This is an optimization exercise on Yosys and OpenROAD, whose aim is small area, a short achievable clock period and few clock cycles, not a production implementation.
Where RTL was checked, it was by simulation tests only, not by an equivalence proof against the original.
No activity file was given, so power comes from the tool's default toggle rates.

## lpr_tune
module lpr_tune #(
    parameter [6:0] CFG_BASE_NOTE = 7'd24,
    parameter [6:0] CFG_PB_RANGE  = 7'd1,
    parameter       CFG_ZONE      = 1'b0,
    parameter [6:0] CFG_NUMCH     = 7'd15
) (
    input  wire        clk,
    input  wire        rst,
    input  wire        cmd_valid,
    input  wire [31:0] cmd,
    output wire        cmd_ready,
    output reg         resp_valid,
    output reg  [63:0] resp
);
    assign cmd_ready = 1'b1;
    wire [5:0] lohi0;
    wire       swap0;
    lpr_tone_fold u_fold0 (.addr(cmd[25:20]), .lohi(lohi0), .swap(swap0));
    reg       v1;
    reg [5:0] op1;
    reg [5:0] addr1;
    reg       swap1;
    reg [6:0] imm1;
    reg       zlo1;       
    always @(posedge clk) begin
        if (rst) v1 <= 1'b0;
        else     v1 <= cmd_valid;
        op1   <= cmd[31:26];
        addr1 <= cmd[25:20];
        swap1 <= swap0;
        imm1  <= cmd[19:13];
        zlo1  <= (cmd[12:0] == 13'd0);
    end
    wire z_a    = (addr1 == 6'd0);
    wire z_i    = (imm1 == 7'd0);
    wire z_all  = z_a && z_i && zlo1;
    wire z_addr = z_i && zlo1;
    wire z_imm  = z_a && zlo1;
    wire is_nop  = (op1 == 6'h00) && z_all;
    wire is_base = (op1 == 6'h01) && z_imm;
    wire is_rng  = (op1 == 6'h02) && z_imm;
    wire is_get  = (op1 == 6'h03) && z_addr;
    wire is_rom  = (op1 == 6'h04) && z_addr;
    wire is_stat = (op1 == 6'h15) && z_all;
    wire is_pre  = is_rng && z_i;
    wire is_ill  = !(is_nop || is_base || is_rng || is_get || is_rom || is_stat);
    reg [6:0] base_note;
    reg [6:0] pb_range;
    reg       sticky;
    reg [2:0] rng_e;
    reg [5:0] rng_n;
    reg [2:0] e_i;
    always @(*) begin
        casez (imm1)
            7'b1??????: e_i = 3'd6;
            7'b01?????: e_i = 3'd5;
            7'b001????: e_i = 3'd4;
            7'b0001???: e_i = 3'd3;
            7'b00001??: e_i = 3'd2;
            7'b000001?: e_i = 3'd1;
            default:    e_i = 3'd0;
        endcase
    end
    wire [6:0] rn_i = imm1 << (3'd6 - e_i);
    always @(posedge clk) begin
        if (rst) begin
  ...
Settings: LEC_CHECK=0, ABC_AREA=1, CAP_MARGIN=20, CORE_MARGIN=2, CORE_UTILIZATION=40, CTS_CLUSTER_DIAMETER=150, CTS_CLUSTER_SIZE=24, SLEW_MARGIN=20; clock period 10.0 ns.
standard.sh (not shown) runs the stock make flow with config.mk's settings and CLKGATE_MAP_FILE= SYNTH_SCRIPT=/design/flow/synth_recipe.tcl, a recipe that flattens the netlist after the stock synthesis.
==> flow/flow/run.sh <==
#!/bin/bash
set -o pipefail
export BUFFER_PORTS_ARGS="-buffer_cell sky130_fd_sc_hd__buf_2"
export SETUP_SLACK_MARGIN=7.3
bash standard.sh > standard.log 2>&1
status=$?
tail -n 40 standard.log
exit $status
Testbench counts at the start, summed over its fixed seeds: cycles 2,592.
Rerun with:
==> flow/flow/run.sh (replaced) <==
#!/bin/bash
set -o pipefail
export BUFFER_PORTS_ARGS="-buffer_cell sky130_fd_sc_hd__buf_2"
export SETUP_SLACK_MARGIN=6.8
bash standard.sh > standard.log 2>&1
status=$?
tail -n 40 standard.log
exit $status
=> Clock skew went down by 18 ps. Routed wire length went down by 2.0%. Power is lower by 5.9%. Cell count is lower by 1.9%. Global-route usage hardly moves.

* * *

lpr_tune, a different RTL version from the one above (not shown whole).
Size in the first run: about 2000 cells after synthesis, roughly 100 I/O pins, about 14000 µm² of cells after synthesis.
## lpr_tune
module lpr_tune #(
    parameter [6:0] CFG_BASE_NOTE = 7'd24,
    parameter [6:0] CFG_PB_RANGE  = 7'd1,
    parameter       CFG_ZONE      = 1'b0,
    parameter [6:0] CFG_NUMCH     = 7'd15
) (
    input  wire        clk,
    input  wire        rst,
    input  wire        cmd_valid,
    input  wire [31:0] cmd,
    output wire        cmd_ready,
    output reg         resp_valid,
    output reg  [63:0] resp
);
Settings: LEC_CHECK=0, ABC_AREA=1, CAP_MARGIN=20, CORE_MARGIN=2, CORE_UTILIZATION=40, CTS_CLUSTER_DIAMETER=100, CTS_CLUSTER_SIZE=30, SLEW_MARGIN=20; clock period 10.0 ns.
==> flow/flow/run.sh <==
#!/bin/bash
set -o pipefail
export BUFFER_PORTS_ARGS="-buffer_cell sky130_fd_sc_hd__buf_2"
export SETUP_SLACK_MARGIN=6.8
bash standard.sh > standard.log 2>&1
status=$?
tail -n 40 standard.log
exit $status
Rerun with:
- CTS_CLUSTER_DIAMETER: 100 -> 150
- CTS_CLUSTER_SIZE: 30 -> 24
After rerunning: Fmax goes down slightly. Power goes down by a few percent. Hold slack is about the same. Via count stays flat. Combinational power is about the same. Area after synthesis is unchanged. Clock skew goes down by 0.013 ns. Register-to-register slack stays flat.
Function was not checked in any run of this note: the RTL went through the layout flow alone.

* * *

lpr_tune, a different RTL version from the one above (not shown whole).
For scale: about 1900 cells after synthesis, ~220 flip-flops, roughly 100 I/O pins, ~14000 sq um of cells after synthesis.
==> flow/design.v (excerpt) <==
module lpr_tune #(
    parameter [6:0] CFG_BASE_NOTE = 7'd24,
    parameter [6:0] CFG_PB_RANGE  = 7'd1,
    parameter       CFG_ZONE      = 1'b0,
    parameter [6:0] CFG_NUMCH     = 7'd15
) (
    input  wire        clk,
    input  wire        rst,
    input  wire        cmd_valid,
    input  wire [31:0] cmd,
    output wire        cmd_ready,
    output reg         resp_valid,
    output reg  [63:0] resp
);
    assign cmd_ready = 1'b1;
    wire [5:0] lohi0;
    wire       swap0;
    lpr_tone_fold u_fold0 (.addr(cmd[25:20]), .lohi(lohi0), .swap(swap0));
    reg       v1;
    reg [5:0] op1;
    reg [5:0] addr1;
    reg       swap1;
    reg [6:0] imm1;
    reg       zlo1;       
    always @(posedge clk) begin
        if (rst) v1 <= 1'b0;
        else     v1 <= cmd_valid;
        op1   <= cmd[31:26];
        addr1 <= cmd[25:20];
        swap1 <= swap0;
        imm1  <= cmd[19:13];
        zlo1  <= (cmd[12:0] == 13'd0);
    end
    wire z_a    = (addr1 == 6'd0);
    wire z_i    = (imm1 == 7'd0);
    wire z_all  = z_a && z_i && zlo1;
    wire z_addr = z_i && zlo1;
    wire z_imm  = z_a && zlo1;
    wire is_nop  = (op1 == 6'h00) && z_all;
    wire is_base = (op1 == 6'h01) && z_imm;
    wire is_rng  = (op1 == 6'h02) && z_imm;
    wire is_get  = (op1 == 6'h03) && z_addr;
    wire is_rom  = (op1 == 6'h04) && z_addr;
    wire is_stat = (op1 == 6'h15) && z_all;
    wire is_pre  = is_rng && z_i;
    wire is_ill  = !(is_nop || is_base || is_rng || is_get || is_rom || is_stat);
    reg [6:0] base_note;
    reg [6:0] pb_range;
    reg       sticky;
    reg [2:0] rng_e;
    always @(*) begin
        casez (pb_range)
            7'b1??????: rng_e = 3'd6;
            7'b01?????: rng_e = 3'd5;
            7'b001????: rng_e = 3'd4;
            7'b0001???: rng_e = 3'd3;
            7'b00001??: rng_e = 3'd2;
            7'b000001?: rng_e = 3'd1;
            default:    rng_e = 3'd0;
        endcase
    end
  ...
Settings: LEC_CHECK=0, ABC_AREA=1, CAP_MARGIN=20, CORE_MARGIN=2, CORE_UTILIZATION=45, CTS_CLUSTER_DIAMETER=100, CTS_CLUSTER_SIZE=30, SLEW_MARGIN=20; clock period 10.0 ns.
Scripts as last shown in full above: flow/flow/run.sh
The baseline completed with no timing, DRC or antenna violations.
Testbench counts at the start, summed over its fixed seeds: cycles 2,592.
Then changed:
Settings changed: CORE_UTILIZATION 45 to 40, CTS_CLUSTER_DIAMETER 100 to 150, CTS_CLUSTER_SIZE 30 to 24.
Outcome:
- synthesized cell count stays the same
- clock skew falls by 10 ps
- combinational power falls by about 3%
- final cell count rises by 2.3%
- sequential cell count is unchanged
- cell area rises by 0.31%

* * *

## wip/willow
lpr_tune again, from the RTL that the note above started with.
Settings: LEC_CHECK=0, ABC_AREA=1, CAP_MARGIN=20, CORE_MARGIN=2, CORE_UTILIZATION=45, CTS_CLUSTER_DIAMETER=100, CTS_CLUSTER_SIZE=30, SLEW_MARGIN=20; clock period 10.0 ns.
==> flow/flow/run.sh <==
#!/bin/bash
set -o pipefail
export BUFFER_PORTS_ARGS="-buffer_cell sky130_fd_sc_hd__buf_2"
export SETUP_SLACK_MARGIN=7.0
bash standard.sh > standard.log 2>&1
status=$?
tail -n 40 standard.log
exit $status
Testbench counts of wip/willow, summed over its fixed seeds: cycles 2,592.
The inputs of wip/pepper differ from those of wip/willow as listed below.
Settings: CTS_CLUSTER_DIAMETER changed from 100 to 150; CORE_UTILIZATION changed from 45 to 40; CTS_CLUSTER_SIZE changed from 30 to 24.
Findings:
Est. power | wip/pepper vs wip/willow | wip/pepper lower. Compared wip/willow against wip/pepper; final critical-path share of the clock period within noise. Taking wip/willow as the reference, in wip/pepper finished layout cell area has increased, final design utilization has decreased, die outline width has increased, setup clock skew after layout has decreased, row count has increased.

* * *

lpr_tune, a different RTL version from the one above (not shown whole).
Size in the first run: ~1900 cells after synthesis, ~230 flip-flops, about 0.014 sq mm of cells after synthesis.
clock: 10.0 ns
lec_check: 0
abc_area: 1
cap_margin: 20
core_margin: 2
core_utilization: 40
cts_cluster_diameter: 150
cts_cluster_size: 24
slew_margin: 20
Scripts as last shown in full above: flow/flow/run.sh
Testbench counts at the start, summed over its fixed seeds: cycles 2,592.
Then changed:
==> flow/flow/run.sh (replaced) <==
#!/bin/bash
set -o pipefail
export BUFFER_PORTS_ARGS="-buffer_cell sky130_fd_sc_hd__buf_2"
export SETUP_SLACK_MARGIN=6.8
bash standard.sh > standard.log 2>&1
status=$?
tail -n 40 standard.log
exit $status
The new run ran to the end with no violations.
Clock skew barely changes.
Cell area decreases by 1.5%.
Register-to-register slack degrades by 0.06 ns.
Worst setup slack degrades by 0.055 ns.
Critical path depth stays the same.
Clock power decreases by about 1%.
Synthesized cell count is unchanged.
Core utilization goes down by 0.66 points.

* * *

Setup of v6:
lpr_tune, a different RTL version from the one above (not shown whole).
Size: about 2100 cells after synthesis, roughly 220 flip-flops, ~100 I/O pins, ~15000 um2 of cells after synthesis.
Settings: LEC_CHECK=0, ABC_AREA=1, CAP_MARGIN=20, CORE_MARGIN=2, CORE_UTILIZATION=40, SLEW_MARGIN=20; clock period 10.0 ns.
run.sh (not shown) runs the stock make flow with config.mk's settings and CLKGATE_MAP_FILE= SYNTH_SCRIPT=/design/flow/synth_recipe.tcl, a recipe that flattens the netlist after the stock synthesis.
Stock flow here: none of the scripts above is used.
Testbench counts of v6, summed over its fixed seeds: cycles 2,592.
Inputs modified between v6 and v7:
# v6
export LEC_CHECK = 0
export ABC_AREA = 1
export CAP_MARGIN = 20
export CORE_MARGIN = 2
export CORE_UTILIZATION = 40
export SLEW_MARGIN = 20
create_clock -name core_clock -period 10.0 [get_ports {clk}]
# v7
export LEC_CHECK = 0
export ABC_AREA = 1
export CAP_MARGIN = 20
export CORE_MARGIN = 2
export CORE_UTILIZATION = 65
export SLEW_MARGIN = 20
create_clock -name core_clock -period 10.0 [get_ports {clk}]
[summary]
v7 finished every step from synthesis to the final layout, and the layout passed the timing, DRC and antenna checks.
Per the comparison of v7 with v6, slack of the critical path shows an increase of 63 ps, routed wire length shows an increase of 870 um, count of clock-net buffers in the final layout shows a reduction of 4, clock share of power shows an increase of 1.0 points.

* * *

Setup of JK:
lpr_tune, a different RTL version from the one above (not shown whole).
Size: about 2100 cells after synthesis, ~230 flip-flops, roughly 100 I/O pins, roughly 15000 µm² of cells after synthesis.
export LEC_CHECK = 0
export ABC_AREA = 1
export CAP_MARGIN = 20
export CORE_MARGIN = 2
export CORE_UTILIZATION = 40
export CTS_BUF_LIST = sky130_fd_sc_hd__clkbuf_8
export CTS_CLUSTER_SIZE = 20
export SLEW_MARGIN = 20
create_clock -name core_clock -period 10.0 [get_ports {clk}]
standard.sh (not shown) runs the stock make flow with config.mk's settings and CLKGATE_MAP_FILE= SYNTH_SCRIPT=/design/flow/synth_recipe.tcl, a recipe that flattens the netlist after the stock synthesis.
==> flow/flow/run.sh <==
#!/bin/bash
set -o pipefail
export BUFFER_PORTS_ARGS="-buffer_cell sky130_fd_sc_hd__buf_2"
export SETUP_SLACK_MARGIN=6.8
bash standard.sh > standard.log 2>&1
status=$?
tail -n 40 standard.log
exit $status
Testbench counts of JK, summed over its fixed seeds: cycles 2,592.
Relative to JK, the following input files were edited for MS:
- CTS_BUF_LIST: sky130_fd_sc_hd__clkbuf_8 -> unset
- CTS_CLUSTER_SIZE: 20 -> unset
## What came out
MS ended up with a lower fmax than JK did.
Routed via count for MS is lower than for JK.
MS ends up with a via count of the first global-routing pass that is 158 lower than in JK.
--- input diff MS..AL ---
==> flow/flow/run.sh <==
#!/bin/bash
set -o pipefail
export BUFFER_PORTS_ARGS="-buffer_cell sky130_fd_sc_hd__buf_2"
bash standard.sh > standard.log 2>&1
status=$?
tail -n 40 standard.log
exit $status
Findings:
| part of the power in the clock network | AL vs MS | ≈ equal |. MS → AL: I/O pin count now sits at about the same level; total number of cells along the worst setup path moved down; total wire length comparable; number of inserted filler cells in the final layout barely changed; register-to-register slack moved down. Status: switching power as a share of total power parity (AL, MS). MS reports its timing startpoint of the critical path as ml[5] while AL reports rd2[29].

==> separate check: timing with driven ports <==
The results above use ideal ports. As a check the final layouts listed here were re-extracted and re-timed, cells and wires unchanged. Step 1: set_driving_cell puts a clkbuf_16 on clk and a buf_2 on each other input, an assumption about the parent block. Step 2 moves the port delays by t, midway between the first and last clock arrival at a register: inputs arrive t later, outputs are due t later. That takes back most of the time a late clock gives input paths. a / b / c = ideal / step 1 / step 2; a / b = the first two.
run | shift t [ns] | setup WS [ns] | worst setup path after step 2 | latest minus earliest clock arrival (ns)
the first run of note 1 | 0.532 | 7.060 / 7.004 / 7.061 | input to register | 0.039 / 0.039
the second run of note 1 | 0.534 | 6.935 / 6.935 / 6.935 | register to register | 0.022 / 0.021
the first run of note 2 | 0.548 | 6.947 / 6.947 / 6.947 | register to register | 0.035 / 0.034
the second run of note 2 | 0.538 | 6.932 / 6.932 / 6.932 | register to register | 0.023 / 0.023
the first run of note 3 | 0.538 | 6.944 / 6.944 / 6.944 | register to register | 0.032 / 0.033
the second run of note 3 | 0.525 | 6.896 / 6.896 / 6.896 | register to register | 0.022 / 0.022
wip/willow | 0.544 | 7.037 / 6.980 / 7.089 | input to register | 0.026 / 0.027
wip/pepper | 0.514 | 7.047 / 7.001 / 7.059 | register to register | 0.022 / 0.023
the first run of note 5 | 0.539 | 6.972 / 6.972 / 6.972 | register to register | 0.019 / 0.020
the second run of note 5 | 0.540 | 6.917 / 6.917 / 6.917 | register to register | 0.019 / 0.019
v6 | 0.590 | 5.882 / 5.882 / 5.882 | register to register | 0.018 / 0.018
v7 | 0.581 | 5.946 / 5.946 / 5.946 | register to register | 0.027 / 0.027
JK | 0.599 | 6.958 / 6.915 / 6.958 | register to register | 0.019 / 0.019
MS | 0.587 | 6.944 / 6.928 / 6.944 | register to register | 0.013 / 0.013
AL | 0.585 | 6.721 / 6.721 / 6.721 | register to register | 0.013 / 0.013
After both steps setup and hold are still met in every run listed.
